What follows belongs to an exercise in optimizing a design on an open flow for small area; a production flow would make more cautious choices.
Only simulation tests tie the RTL to the original design; equivalence was not proved.
Power figures rest on the tool's default switching activity, not on a simulated workload.

## flow/design.v

```verilog
module lc3_core (
    input  wire        clk,
    input  wire        reset,         
    output wire        mem_req,
    output wire        mem_we,
    output wire [15:0] mem_addr,
    output wire [15:0] mem_wdata,
    input  wire [15:0] mem_rdata,
    input  wire        mem_ready,
    input  wire        kbd_avail,
    input  wire [7:0]  kbd_char,
    output wire        kbd_take,
    output wire        disp_emit,
    output wire [7:0]  disp_char,
    output wire        halted,
    output wire        double_fault
);
    localparam [4:0] P_INIT  = 5'd0,    
                     P_FETCH = 5'd1,    
                     A_FRD   = 5'd2,    
                     D_DEC   = 5'd3,    
                     P_STD   = 5'd4,    
                     P_ALU   = 5'd5,    
                     P_JMP   = 5'd6,    
                     P_EA    = 5'd7,    
                     A_RDLD  = 5'd8,    
                     A_RDPT  = 5'd9,    
                     P_PTR   = 5'd10,   
                     A_WRST  = 5'd11,   
                     P_POP1  = 5'd12,   
                     A_RDPC  = 5'd13,   
                     P_RPC   = 5'd14,   
                     P_POP2  = 5'd15,   
                     A_RDPS  = 5'd16,   
                     P_SWAP  = 5'd17,   
                     P_ENT1  = 5'd18,   
                     A_WRP1  = 5'd19,   
                     P_ENT2  = 5'd20,   
                     A_WRP2  = 5'd21,   
                     P_VEC   = 5'd22,   
                     A_RDV   = 5'd23,   
                     P_PCT   = 5'd24,   
                     D_INT   = 5'd25,   
                     S_STOP  = 5'd26;
    localparam [1:0] VK_TRAP = 2'd0, VK_PRIV = 2'd1, VK_ILL = 2'd2, VK_INT = 2'd3;
    reg [127:0] gpr;         
    reg [15:0]  pc;          
    reg [15:0]  spo;         
    reg [15:0]  ir;
    reg [15:0]  mar;
    reg [15:0]  t;
    reg [3:0]   bc;
    reg [4:0]   state;
    reg         act;         
    reg         cy;          
    reg         acc;         
    reg [1:0]   vk;
    reg         priv;
    reg [2:0]   prio;
    reg [2:0]   nzp;
    reg         halted_r;
    reg         df_r;
    reg         ie;
    wire first = (bc == 4'd0);
    wire last  = (bc == 4'd15);
    wire [3:0] op = ir[15:12];
    wire op_add = (op == 4'b0001);
    wire op_and = (op == 4'b0101);
    wire op_not = (op == 4'b1001);
    wire op_br  = (op == 4'b0000);
    wire op_jsr = (op == 4'b0100);
    wire op_lea = (op == 4'b1110);
    wire op_ldr_str = (op[3:1] == 3'b011);
    wire op_load  = (op == 4'b0010) | (op == 4'b0110) | (op == 4'b1010);
    wire op_store = (op == 4'b0011) | (op == 4'b0111) | (op == 4'b1011);
    wire op_ind   = (op == 4'b1010) | (op == 4'b1011);
    reg illegal;
    always @(*) begin
        case (op)
            4'b0001, 4'b0101: illegal = (ir[5] == 1'b0) && (ir[4:3] != 2'b00);
            4'b0100:          illegal = (ir[11] == 1'b0) && ((ir[10:9] != 2'b00) || (ir[5:0] != 6'd0));
            4'b1000:          illegal = (ir[11:0] != 12'd0);
            4'b1001:          illegal = (ir[5:0] != 6'b111111);
            4'b1100:          illegal = (ir[11:9] != 3'd0) || (ir[5:0] != 6'd0);
            4'b1101:          illegal = 1'b1;
            4'b1111:          illegal = (ir[11:8] != 4'd0);
            default:          illegal = 1'b0;
        endcase
    end
    wire pass_st = (state == P_INIT) | (state == P_FETCH) | (state == P_STD) |
                   (state == P_ALU) | (state == P_JMP) | (state == P_EA) |
                   (state == P_PTR) | (state == P_POP1) | (state == P_RPC) |
                   (state == P_POP2) | (state == P_SWAP) | (state == P_ENT1) |
                   (state == P_ENT2) | (state == P_VEC) | (state == P_PCT);
    wire acc_st  = (state == A_FRD) | (state == A_RDLD) | (state == A_RDPT) |
                   (state == A_WRST) | (state == A_RDPC) | (state == A_RDPS) |
                   (state == A_WRP1) | (state == A_WRP2) | (state == A_RDV);
    wire wr_st   = (state == A_WRST) | (state == A_WRP1) | (state == A_WRP2);
    wire run     = act & pass_st;
    reg [2:0] ri;
    always @(*) begin
        case (state)
            P_STD:   ri = op_store ? ir[11:9] : ir[2:0];
            P_ALU, P_JMP, P_EA: ri = ir[8:6];
            default: ri = 3'd6;
        endcase
    end
    wire g0 = gpr[{ri, 4'd0}];
    wire pc0  = pc[0];
    wire spo0 = spo[0];
    wire t0   = t[0];
    wire imm5  = ir[(bc > 4'd4)  ? 4'd4  : bc];
    wire off6  = ir[(bc > 4'd5)  ? 4'd5  : bc];
    wire off9  = ir[(bc > 4'd8)  ? 4'd8  : bc];
    wire off11 = ir[(bc > 4'd10) ? 4'd10 : bc];
    reg vbit;
    always @(*) begin
        case (vk)
            VK_TRAP: vbit = ~bc[3] & ir[bc[2:0]];
            VK_PRIV: vbit = 1'b0;
            VK_ILL:  vbit = first;
            default: vbit = (bc == 4'd7) | (bc == 4'd8);
        endcase
    end
    reg psrbit;
    always @(*) begin
        case (bc)
            4'd0:  psrbit = nzp[0];
            4'd1:  psrbit = nzp[1];
            4'd2:  psrbit = nzp[2];
            4'd8:  psrbit = prio[0];
            4'd9:  psrbit = prio[1];
            4'd10: psrbit = prio[2];
            4'd15: psrbit = priv;
            default: psrbit = 1'b0;
        endcase
    end
    reg a, b, cin0;
    always @(*) begin
        a = 1'b0; b = 1'b0; cin0 = 1'b0;
        case (state)
            P_FETCH: begin a = pc0; cin0 = 1'b1; end
            P_STD:   a = g0;
            P_ALU: begin
                if (op_lea)       begin a = pc0; b = off9; end
                else if (op_load) a = t0;
                else begin a = g0; b = ir[5] ? imm5 : t0; end
            end
            P_JMP: begin
                if (op_br)                begin a = pc0; b = off9; end
                else if (op_jsr & ir[11]) begin a = pc0; b = off11; end
                else                      a = g0;
            end
            P_EA: begin
                if (op_ldr_str) begin a = g0; b = off6; end
                else            begin a = pc0; b = off9; end
            end
            P_PTR, P_RPC, P_PCT: a = t0;
            P_POP1, P_POP2: begin a = g0; cin0 = 1'b1; end
            P_SWAP: a = spo0;
            P_ENT1: begin a = priv ? spo0 : g0; b = 1'b1; end
            P_ENT2: begin a = g0; b = 1'b1; end
            P_VEC:  a = vbit;
            default: ;
        endcase
    end
    wire ci   = first ? cin0 : cy;
    wire sum  = a ^ b ^ ci;
    wire cout = (a & b) | (a & ci) | (b & ci);
    wire res  = (state == P_ALU && op_and) ? (a & b) :
                (state == P_ALU && op_not) ? ~a : sum;
    reg m;
    always @(*) begin
        case (state)
            P_ALU:        m = ~res;                      
            P_EA, P_PTR:  m = (bc < 4'd9) | res;         
            default:      m = first | ~a;                
        endcase
    end
    wire accf = (first | acc) & m;
    wire io_page  = (mar[15:3] == 13'h1FC0) & ~mar[0];
    wire acc_kbsr = io_page & (mar[2:1] == 2'd0);
    wire acc_kbdr = io_page & (mar[2:1] == 2'd1);
    wire acc_dsr  = io_page & (mar[2:1] == 2'd2);
    wire acc_ddr  = io_page & (mar[2:1] == 2'd3);
    wire [15:0] dev_rdata = {(acc_kbsr & kbd_avail) | acc_dsr,
                             acc_kbsr & ie,
                             6'd0,
                             (acc_kbdr & kbd_avail) ? kbd_char : 8'd0};
    wire [15:0] rdata    = io_page ? dev_rdata : mem_rdata;
    wire        acc_done = acc_st & (io_page | mem_ready);
    assign mem_req   = acc_st & ~io_page;
    assign mem_we    = wr_st;
    assign mem_addr  = mar;
    assign mem_wdata = t;
    assign kbd_take  = acc_st & ~wr_st & acc_kbdr & kbd_avail;
    assign disp_emit = wr_st & acc_ddr;
    assign disp_char = t[7:0];
    assign halted       = halted_r;
    assign double_fault = df_r;
    wire int_req = kbd_avail & ie & ~prio[2];
    wire br_taken = (ir[11] & nzp[2]) | (ir[10] & nzp[1]) | (ir[9] & nzp[0]);
    wire init = (state == P_INIT);
    wire c3000 = (bc == 4'd12) | (bc == 4'd13);
    reg [7:0] gwe;
    reg       gwd;
    always @(*) begin
        gwe = 8'd0;
        gwd = res;
        if (run) begin
            case (state)
                P_INIT: begin gwe = 8'hFF; gwd = 1'b0; end
                P_ALU:  gwe[ir[11:9]] = 1'b1;
                P_JMP:  if (op_jsr) begin gwe[7] = 1'b1; gwd = pc0; end
                P_POP1, P_POP2, P_SWAP, P_ENT1, P_ENT2: gwe[6] = 1'b1;
                default: ;
            endcase
        end
    end
    wire pc_we = run & ((state == P_INIT) | (state == P_FETCH) | (state == P_JMP) |
                        (state == P_RPC) | (state == P_PCT));
    wire pc_d  = init ? c3000 : res;
    wire spo_we = run & ((state == P_INIT) | (state == P_SWAP) | ((state == P_ENT1) & priv));
    wire spo_d  = init ? c3000 : g0;
    integer k;
    always @(posedge clk) begin
        for (k = 0; k < 8; k = k + 1)
            gpr[16*k +: 16] <= {gwe[k] ? gwd : gpr[16*k], gpr[16*k+1 +: 15]};
        pc  <= {pc_we ? pc_d : pc[0], pc[15:1]};
        spo <= {spo_we ? spo_d : spo[0], spo[15:1]};
    end
    wire mar_sh = (state == P_FETCH) | (state == P_EA) | (state == P_PTR) |
                  (state == P_POP1) | (state == P_POP2) | (state == P_ENT1) |
                  (state == P_ENT2) | (state == P_VEC);
    wire mar_d = ((state == P_FETCH) | (state == P_POP1) | (state == P_POP2)) ? a : res;
    reg  t_d;
    always @(*) begin
        case (state)
            P_ENT1:  t_d = psrbit;
            P_ENT2:  t_d = pc0;
            default: t_d = res;
        endcase
    end
    wire rd_done = acc_done & ~wr_st;
    always @(posedge clk) begin
        if (mar_sh)
            mar <= {mar_d, mar[15:1]};
        if (state == A_FRD && acc_done)
            ir <= rdata;
        if (rd_done && state != A_FRD)
            t <= rdata;
        else if (run)
            t <= {t_d, t[15:1]};
        cy  <= cout;
        acc <= accf;
    end
    always @(posedge clk) begin
        if (reset) begin
            bc       <= 4'd0;
            state    <= P_INIT;
            act      <= 1'b1;
            priv     <= 1'b1;
            prio     <= 3'd0;
            nzp      <= 3'b010;
            halted_r <= 1'b0;
            df_r     <= 1'b0;
            ie       <= 1'b0;
            vk       <= VK_TRAP;
        end else begin
            bc <= bc + 4'd1;
            if (last)
                act <= 1'b1;
            else if (acc_done)
                act <= 1'b0;
            if (acc_done && wr_st && acc_kbsr)
                ie <= t[14];
            case (state)
                P_INIT:  if (act & last) state <= P_FETCH;
                P_FETCH: if (act & last) state <= A_FRD;
                A_FRD:   if (acc_done) state <= D_DEC;
                D_DEC: if (last) begin
                    if (illegal) begin
                        vk <= VK_ILL; state <= P_ENT1;
                    end else if (op_add | op_and | op_not | op_lea)
                        state <= (ir[5] | op_lea) ? P_ALU : P_STD;
                    else if (op_br)
                        state <= br_taken ? P_JMP : D_INT;
                    else if (op_jsr | (op == 4'b1100))
                        state <= P_JMP;
                    else if (op_load | op_store)
                        state <= P_EA;
                    else if (op == 4'b1000) begin
                        if (priv) begin vk <= VK_PRIV; state <= P_ENT1; end
                        else state <= P_POP1;
                    end else begin    
                        if (ir[7:0] == 8'h25) begin
                            halted_r <= 1'b1; state <= S_STOP;
                        end else begin
                            vk <= VK_TRAP; state <= P_ENT1;
                        end
                    end
                end
                P_STD: if (act & last) state <= op_store ? A_WRST : P_ALU;
                P_ALU: if (act & last) begin
                    nzp   <= {res, accf, ~res & ~accf};
                    state <= D_INT;
                end
                P_JMP: if (act & last) state <= D_INT;
                P_EA, P_PTR: if (act & last) begin
                    if (priv & accf) begin
                        vk <= VK_PRIV; state <= P_ENT1;
                    end else if (op_ind & state == P_EA)
                        state <= A_RDPT;
                    else
                        state <= op_load ? A_RDLD : P_STD;
                end
                A_RDLD: if (acc_done) state <= P_ALU;
                A_RDPT: if (acc_done) state <= P_PTR;
                A_WRST: if (acc_done) state <= D_INT;
                P_POP1: if (act & last) state <= A_RDPC;
                A_RDPC: if (acc_done) state <= P_RPC;
                P_RPC:  if (act & last) state <= P_POP2;
                P_POP2: if (act & last) state <= A_RDPS;
                A_RDPS: if (acc_done) begin
                    priv  <= rdata[15];
                    prio  <= rdata[10:8];
                    nzp   <= rdata[2:0];
                    state <= rdata[15] ? P_SWAP : D_INT;
                end
                P_SWAP: if (act & last) state <= D_INT;
                P_ENT1: if (act & last) begin
                    if (accf) begin
                        df_r <= 1'b1; state <= S_STOP;
                    end else begin
                        priv <= 1'b0; state <= A_WRP1;
                    end
                end
                A_WRP1: if (acc_done) state <= P_ENT2;
                P_ENT2: if (act & last) begin
                    if (vk == VK_INT) prio <= 3'd4;
                    state <= A_WRP2;
                end
                A_WRP2: if (acc_done) state <= P_VEC;
                P_VEC:  if (act & last) state <= A_RDV;
                A_RDV:  if (acc_done) state <= P_PCT;
                P_PCT:  if (act & last) state <= (vk == VK_INT) ? P_FETCH : D_INT;
                D_INT: if (last) begin
                    if (int_req) begin vk <= VK_INT; state <= P_ENT1; end
                    else state <= P_FETCH;
                end
                S_STOP: ;
                default: state <= P_INIT;
            endcase
        end
    end
endmodule
```

## flow/run.sh

```bash
#!/bin/bash
# synth_recipe.tcl (not shown) runs the flow's synth.tcl, then flattens the netlist and writes it again
# the make line also repeats each setting of config.mk as NAME=value (left out here)
make -C /OpenROAD-flow-scripts/flow DESIGN_CONFIG=/design/flow/config.mk WORK_HOME=/design/flow/orfs CLKGATE_MAP_FILE= SYNTH_SCRIPT=/design/flow/synth_recipe.tcl finish
```

## flow/config.mk

```make
export PLATFORM = sky130hd
export DESIGN_NAME = lc3_core
export DESIGN_NICKNAME = lc3_core
export VERILOG_FILES = /design/flow/design.v
export SDC_FILE = /design/flow/constraint.sdc
export NUM_CORES = 4
export LEC_CHECK = 0
export CAP_MARGIN = 20
export CORE_MARGIN = 2
export CORE_UTILIZATION = 60
export CTS_BUF_LIST = sky130_fd_sc_hd__clkbuf_8
export SLEW_MARGIN = 20
```

## flow/constraint.sdc

```tcl
create_clock -name core_clock -period 10.0 [get_ports {clk}]
set_input_delay 2.0000 -clock core_clock [delete_from_list [all_inputs] [get_ports {clk}]]
set_output_delay 2.0000 -clock core_clock [all_outputs]
set_load 0.01 [all_outputs]
```

==> impl_metrics.json, run 1 <==
{
  "synth-main-ff-cell": "dfxtp_1",
  "grt_pass1_vias": 6644,
  "worst-path-max-fanout": 9,
  "cts_tree": "yes",
  "async_flop_share_pct": 0,
  "synth_warnings": 1,
  "synth_cells": 837,
  "postCtsResizedCells": 0,
  "initial_core_util_pct": 60.93,
  "grt_util_all_layers_pct": 30.11,
  "yosys-top-cells-count": "dfxtp_1 (184), nand2_1 (83), nor2_1 (74), edfxtp_1 (48)",
  "htree_levels": 2,
  "cp_data_arrival_time_ns": 3.99,
  "fin_nets": 941,
  "crit_buf_inv": 2,
  "design_area_um2": 10240,
  "worst_pin_slew_ns": 1.063,
  "synth_cell_types": 85,
  "min_period_ns": 5.993,
  "synth-seq-cells": 232,
  "hold_ws_ns": 0.3152,
  "gr-total-overflow": 0,
  "whs_path_depth": 0,
  "gp_congestion": 0.9735,
  "synth_edf_count": 48,
  "final_hold_viol_count": 0,
  "rr_endpoint": "gpr[63]$_DFF_P_",
  "place_area_um2": 9555,
  "cts_hold_buf": 0,
  "die_area_um2": 15570,
  "slowest_delay_ns": 0.60,
  "critPathKind": "in2out",
  "dr.pass1.iters": 6,
  "powerDensity_nw_per_um2": 283.4,
  "drive_gt1_share_pct": 9.667,
  "drv_cap": 0,
  "via_per_inst": 6.261,
  "drc": 0,
  "synth_top_area_share_pct": 42.08,
  "dp.cells": 1049,
  "ys_seq_area_share_pct": 58.54,
  "synthMostInstantiatedCell": "dfxtp_1",
  "final_cells": 1115,
  "hpwl_um": 16420,
  "rr_startpoint": "bc[0]$_SDFF_PP0_",
  "clkSlewWorstSetupHoldPaths_ns": 0.06,
  "area_delta_synth_final_pct": 16.99,
  "r2r_setup_slack_ns": 4.84,
  "core_area_um2": 14370,
  "synth_area_um2": 8755,
  "synth_area_leaders": "dfxtp_1 (42%), edfxtp_1 (16%), nand2_1 (3.6%), nor2_1 (3.2%), a21oi_1 (2.4%)",
  "drt.antenna.violating_nets": 0,
  "io_buffers": 73,
  "required_ns": 8.00,
  "routedWlPerCell_um": 21.28,
  "dp_slack_ns": 4.003,
  "setup_viol": 0,
  "cts_made_buffers": 36,
  "tns_ns": 0,
  "endpoint_kind": "output port",
  "outcome": "complete, no violations",
  "routed_wl_um": 23730,
  "fmax_ghz": 0.1669,
  "drtIter0Drc": 955,
  "grt_pass1_wl_um": 36850,
  "grt_max_degree": 38,
  "cts_buffer_depth": 3,
  "total_power_mw": 2.903,
  "worstHoldStart": "gpr[72]$_DFF_P_",
  "peakVddDrop_mv": 0.2232,
  "syn_area_per_cell_um2": 10.46,
  "num_rows": 44,
  "p_leak_nw": 3.915,
  "rsz0062_at_grt": "false",
  "path_cells": "clkdlybuf4s50_1, nand2_1, nor3_2, nand2_1, nor2_1, clkdlybuf4s50_1",
  "path_delay_family": "buffers and inverters",
  "vias": 6981,
  "cts_sinks": 232,
  "multi_input_area_um2": 3319,
  "cts_root_buf": "clkbuf_8",
  "startpoint_type": "input pin",
  "seq_area_um2": 5125,
  "yosys.area.top_type": "dfxtp_1",
  "worst-r2r-cell-count": 18,
  "final.setup_skew_ns": 0.02043,
  "slowest_stage": "nor3_2",
  "antenna_found_initial": 0,
  "insertion_delay_ns": 0.54,
  "fillers": 998,
  "io_pins": 74,
  "die_h_um": 124.8,
  "drv_slew": 0,
  "n_antenna_cell": 0,
  "slew_headroom_pct": 28.85,
  "whs_endpoint": "gpr[71]$_DFF_P_",
  "period_share_pct": 59.93,
  "syn_nets": 875,
  "final_util_pct": 71.28,
  "fin_ws_ns": 4.007,
  "post_cts_buffers": 0,
  "die_x_um": 124.8,
  "hold_path_class": "reg2reg"
}
[logic make-up after synthesis]
logic type | Yosys count | share of synthesized area, %
AO/OA/AOI/OAI | 215 | 17.19
XOR/XNOR | 4 | 0.4002
adder cells (fa/ha/maj) | 10 | 1.515
buffers and inverters | 77 | 3.887
flip-flops | 232 | 58.54
multiplexers | 25 | 3.201
AND/OR/NAND/NOR | 274 | 15.26
[report_power, final]
group          leakage [nW]  switching, mW  internal (mW)
combinational          1.53          0.499          0.337
clock                 0.418          0.355          0.386
sequential             1.96          0.114           1.21
[layout by cell type (no fill, tap or decap), drive strengths merged, types with 5 or more instances in the layout]
| master | instances |
|---|---|
| nand2 | 83 |
| clkbuf | 42 |
| nand4 | 9 |
| nand3 | 20 |
| nor4 | 5 |
| nor2 | 74 |
| and2 | 14 |
| a21oi | 43 |
| dfxtp | 184 |
| edfxtp | 48 |
| o21a | 6 |
| o22ai | 11 |
| buf | 8 |
| a22o | 8 |
| o31ai | 9 |
| nor3 | 13 |
| mux2 | 14 |
| clkdlybuf4s50 | 73 |
| ha | 9 |
| o21ai | 45 |
| a22oi | 5 |
| mux2i | 10 |
| a31oi | 17 |
| inv | 44 |
| nand2b | 10 |
| nor2b | 17 |
[area by class of cell]
type | instances | share of cell area [%]
flip-flops and latches | 232 | 50.04
repair buffers | 81 | 7.721
inverters | 24 | 0.8796
clock buffers | 42 | 5.644
clock inverters | 24 | 1.063
multi-input cells | 528 | 32.41
well taps | 184 | 2.248
[worst max-delay path by stage]
stage / startpoint / to / slack [ns] / cells past startpoint
finish: kbd_avail / kbd_take / 4.01 / 6
global route: kbd_avail / kbd_take / 3.92 / 6
CTS: kbd_avail / kbd_take / 4.00 / 6
detailed placement: kbd_avail / kbd_take / 4.00 / 6
global placement: kbd_avail / kbd_take / 3.69 / 6
floorplan: kbd_avail / kbd_take / 5.16 / 4
[sequential cells by signal, indices dropped and copies added, names as in the netlist, 2 cells and up]
name	count
gpr	128
ir	16
mar	16
pc	16
spo	16
t	16
state	5
bc	4
nzp	3
prio	3
vk	2
[layer usage]
layer,up-vias,track usage (%),share of wire (%)
li1,3161,-,-
met4,0,12.89,3.9
met3,87,5.885,8.7
met1,3315,41.15,42
met5,-,0,0
met2,418,47.09,46
==> run 2, diff against run 1 <==
--- a/flow/config.mk
+++ b/flow/config.mk
@@ -8,5 +8,4 @@
 export CAP_MARGIN = 20
 export CORE_MARGIN = 2
-export CORE_UTILIZATION = 60
-export CTS_BUF_LIST = sky130_fd_sc_hd__clkbuf_8
+export CORE_UTILIZATION = 30
 export SLEW_MARGIN = 20
==> run 2 against run 1 <==
Compared with the run above: clock power up about 20%; combinational power shrank 2%; clock skew decreased by 0.0025 ns; largest power group unchanged; setup slack better by 0.35 ns; total power grew 4.1%; wire length decreased by 2.2%; hold slack is essentially flat; non-clock buffer count is 4 higher; via count decreased by 4.7%; die area rose by 96%; sequential share of layout area down 1.8 points.
==> impl_metrics.json, run 2 <==
{
  "cts_made_buffers": 23,
  "power_frac_seq_pct": 43.6,
  "vias": 6655,
  "period_share_pct": 56.45,
  "clockPowerShare_pct": 29.3,
  "synth_top_area_share_pct": 42.08,
  "gr-total-overflow": 0,
  "final_hold_viol_count": 0,
  "post_cts_buffers": 0,
  "area_delta_synth_final_pct": 21.25,
  "tns_ns": 0,
  "slew_headroom_pct": 31.13,
  "htree_levels": 1,
  "worstHoldStart": "gpr[107]$_DFF_P_",
  "startpoint_type": "input pin",
  "rsz0062_at_grt": "false",
  "synth-seq-cells": 232,
  "mostFrequentLayoutCell": "dfxtp_1",
  "postCtsResizedCells": 0,
  "slowest_stage": "clkdlybuf4s50_1",
  "synth_cell_types": 85,
  "max_flop_register": "gpr",
  "cts_root_buf": "clkbuf_16",
  "clkSlewWorstSetupHoldPaths_ns": 0.06,
  "drive_gt1_share_pct": 9.451,
  "io_pins": 74,
  "drt.antenna.violating_nets": 0,
  "pwr-share-comb_pct": 27.1,
  "dp.cells": 1253,
  "die_h_um": 174.8,
  "p_leak_nw": 3.912,
  "cts_sinks": 232,
  "final.setup_skew_ns": 0.01797,
  "io_buffers": 73,
  "worst_pin_slew_ns": 1.029,
  "cts_tree": "yes",
  "n_antenna_cell": 0,
  "initial_core_util_pct": 30.50,
  "drv_cap": 0,
  "ys_seq_area_share_pct": 58.54,
  "synth-main-ff-cell": "dfxtp_1",
  "powerDensity_nw_per_um2": 284.8,
  "fin_nets": 932,
  "grt_util_all_layers_pct": 15.11,
  "yosys.area.top_type": "dfxtp_1",
  "required_ns": 8.00,
  "routedWlPerCell_um": 17.93,
  "worst-r2r-cell-count": 18,
  "setup_viol": 0,
  "syn_nets": 875,
  "startpoint": "kbd_avail",
  "rr_startpoint": "bc[0]$_SDFF_PP0_",
  "syn_area_per_cell_um2": 10.46,
  "cp_data_arrival_time_ns": 3.65,
  "routed_wl_um": 23200,
  "hold_ws_ns": 0.3153,
  "drtIter0Drc": 558,
  "p_switching_mw": 0.9520,
  "synthMostInstantiatedCell": "dfxtp_1",
  "swShare_pct": 31.49,
  "hpwl_um": 16480,
  "gp_congestion": 0.9074,
  "die_x_um": 174.8,
  "outcome": "complete, no violations",
  "core_area_um2": 28700,
  "synth_edf_count": 48,
  "grt_pass1_wl_um": 36590,
  "synth_area_leaders": "dfxtp_1 (42%), edfxtp_1 (16%), nand2_1 (3.6%), nor2_1 (3.2%), a21oi_1 (2.4%)",
  "slowest_delay_ns": 0.54,
  "intPower_mw": 2.071,
  "async_flop_share_pct": 0,
  "path_cells": "clkdlybuf4s50_1, nand2_1, nor3_1, buf_4, nand2_1, nor2_1, clkdlybuf4s50_1",
  "peakVddDrop_mv": 0.1690,
  "fmax_ghz": 0.1771,
  "whs_path_depth": 0,
  "synth_cells": 837,
  "yosys-top-cells-count": "dfxtp_1 (184), nand2_1 (83), nor2_1 (74), edfxtp_1 (48)",
  "cts_buffer_depth": 3,
  "final_cells": 1294,
  "largest_reg_flops": 128,
  "antenna_found_initial": 1,
  "num_rows": 62,
  "insertion_delay_ns": 0.53,
  "hold_path_class": "reg2reg",
  "critPathKind": "in2out",
  "drv_slew": 0,
  "synth_area_um2": 8755,
  "die_area_um2": 30560,
  "drc": 0,
  "synth_warnings": 1,
  "cts_hold_buf": 0,
  "dr.pass1.iters": 7,
  "layout_common_cells": "dfxtp_1 (184), nand2_1 (83), nor2_1 (74), clkdlybuf4s50_1 (73), edfxtp_1 (48)",
  "via_per_inst": 5.143,
  "min_period_ns": 5.645,
  "endpoint_kind": "output port",
  "grt_pass1_vias": 6319,
  "grt_max_degree": 38,
  "worst-path-max-fanout": 9
}
run 2: cell counts after synthesis:
No cell type changed its count.
run 2: area by class of cell:
type,count,area [um^2]
Multi-Input combinational cell,528,3308
Sequential cell,232,5125
Clock buffer,27,610.6
Inverter,24,90.09
Tap cell,384,480.5
Timing Repair Buffer,85,820.8
Fill cell,2872,18090
Clock inverter,14,180.2
run 2: per-stage QoR:
stage          setup WS [ns]  utilization [%]  instance area [um^2]  power, mW
4_1_cts                4.322            36.97                 10610      3.046
6_report               4.355            36.98                 10620      3.023
2_1_floorplan          5.156                -                  8755      1.830
5_1_grt                4.197            36.98                 10620      3.187
3_3_place_gp           4.328            34.21                  9819      2.139
3_5_place_dp           4.327            34.21                  9819      2.144
run 2: worst paths after layout:
kind	to	slack, ns
min	gpr[106]$_DFF_P_	0.32
max	kbd_take	4.35
max reg2reg	gpr[63]$_DFF_P_	4.94
min reg2reg	gpr[106]$_DFF_P_	0.32
run 2: layer usage:
metal / GRT usage (%) / wire length [um] / vias up
li1: - / - / 3140
met1: 22.20 / 10680 / 3138
met2: 21.94 / 9660 / 332
met3: 3.699 / 2281 / 45
met4: 4.236 / 578 / 0
met5: 0 / 0 / -
run 2: logic make-up after synthesis:
kind of cell | Yosys count | synth area share (%)
simple gates | 274 | 15.26
flops | 232 | 58.54
compound gates | 215 | 17.19
buf+inv | 77 | 3.887
mux | 25 | 3.201
fa+ha+maj | 10 | 1.515
xor+xnor | 4 | 0.4002
run 2: power by group through the flow:
stage	Clock, mW	Sequential (mW)	Combinational (mW)
global placement	0	1.33	0.805
detailed placement	0	1.33	0.811
global route	0.952	1.34	0.892
CTS	0.913	1.32	0.814
floorplan	0	1.31	0.520
finish	0.886	1.32	0.820
run 2: worst max-delay path, delay by kind of cell:
kind,cells,cell delay (ns)
simple gates,4,0.37
buf+inv,3,1.27

[what the ideal ports hide]
No port has a modelled driver above. Below, the same layouts with a new extraction and two added sets of constraints.
Step 1 assumes that a clkbuf_16 drives the clock port and a buf_2 every other input.
Step 2 also shifts input and output timing later by t, the mid clock arrival at the registers, as if the neighbouring blocks saw the same clock.
a / b / c = ideal / step 1 / step 2; a / b = the first two.
| run | t, ns | slack for setup (ns) | worst setup path at the end | latest minus earliest clock arrival (ns) |
|---|---|---|---|---|
| run 1 | 0.568 | 4.007 / 3.984 / 3.984 | input to output | 0.028 / 0.028 |
| run 2 | 0.562 | 4.355 / 4.317 / 4.317 | input to output | 0.018 / 0.019 |
After both steps setup and hold are still met in every run listed. The setup slack of run 2, which loses most, moves by -0.038 ns with the drivers and by -0.038 ns with both steps.
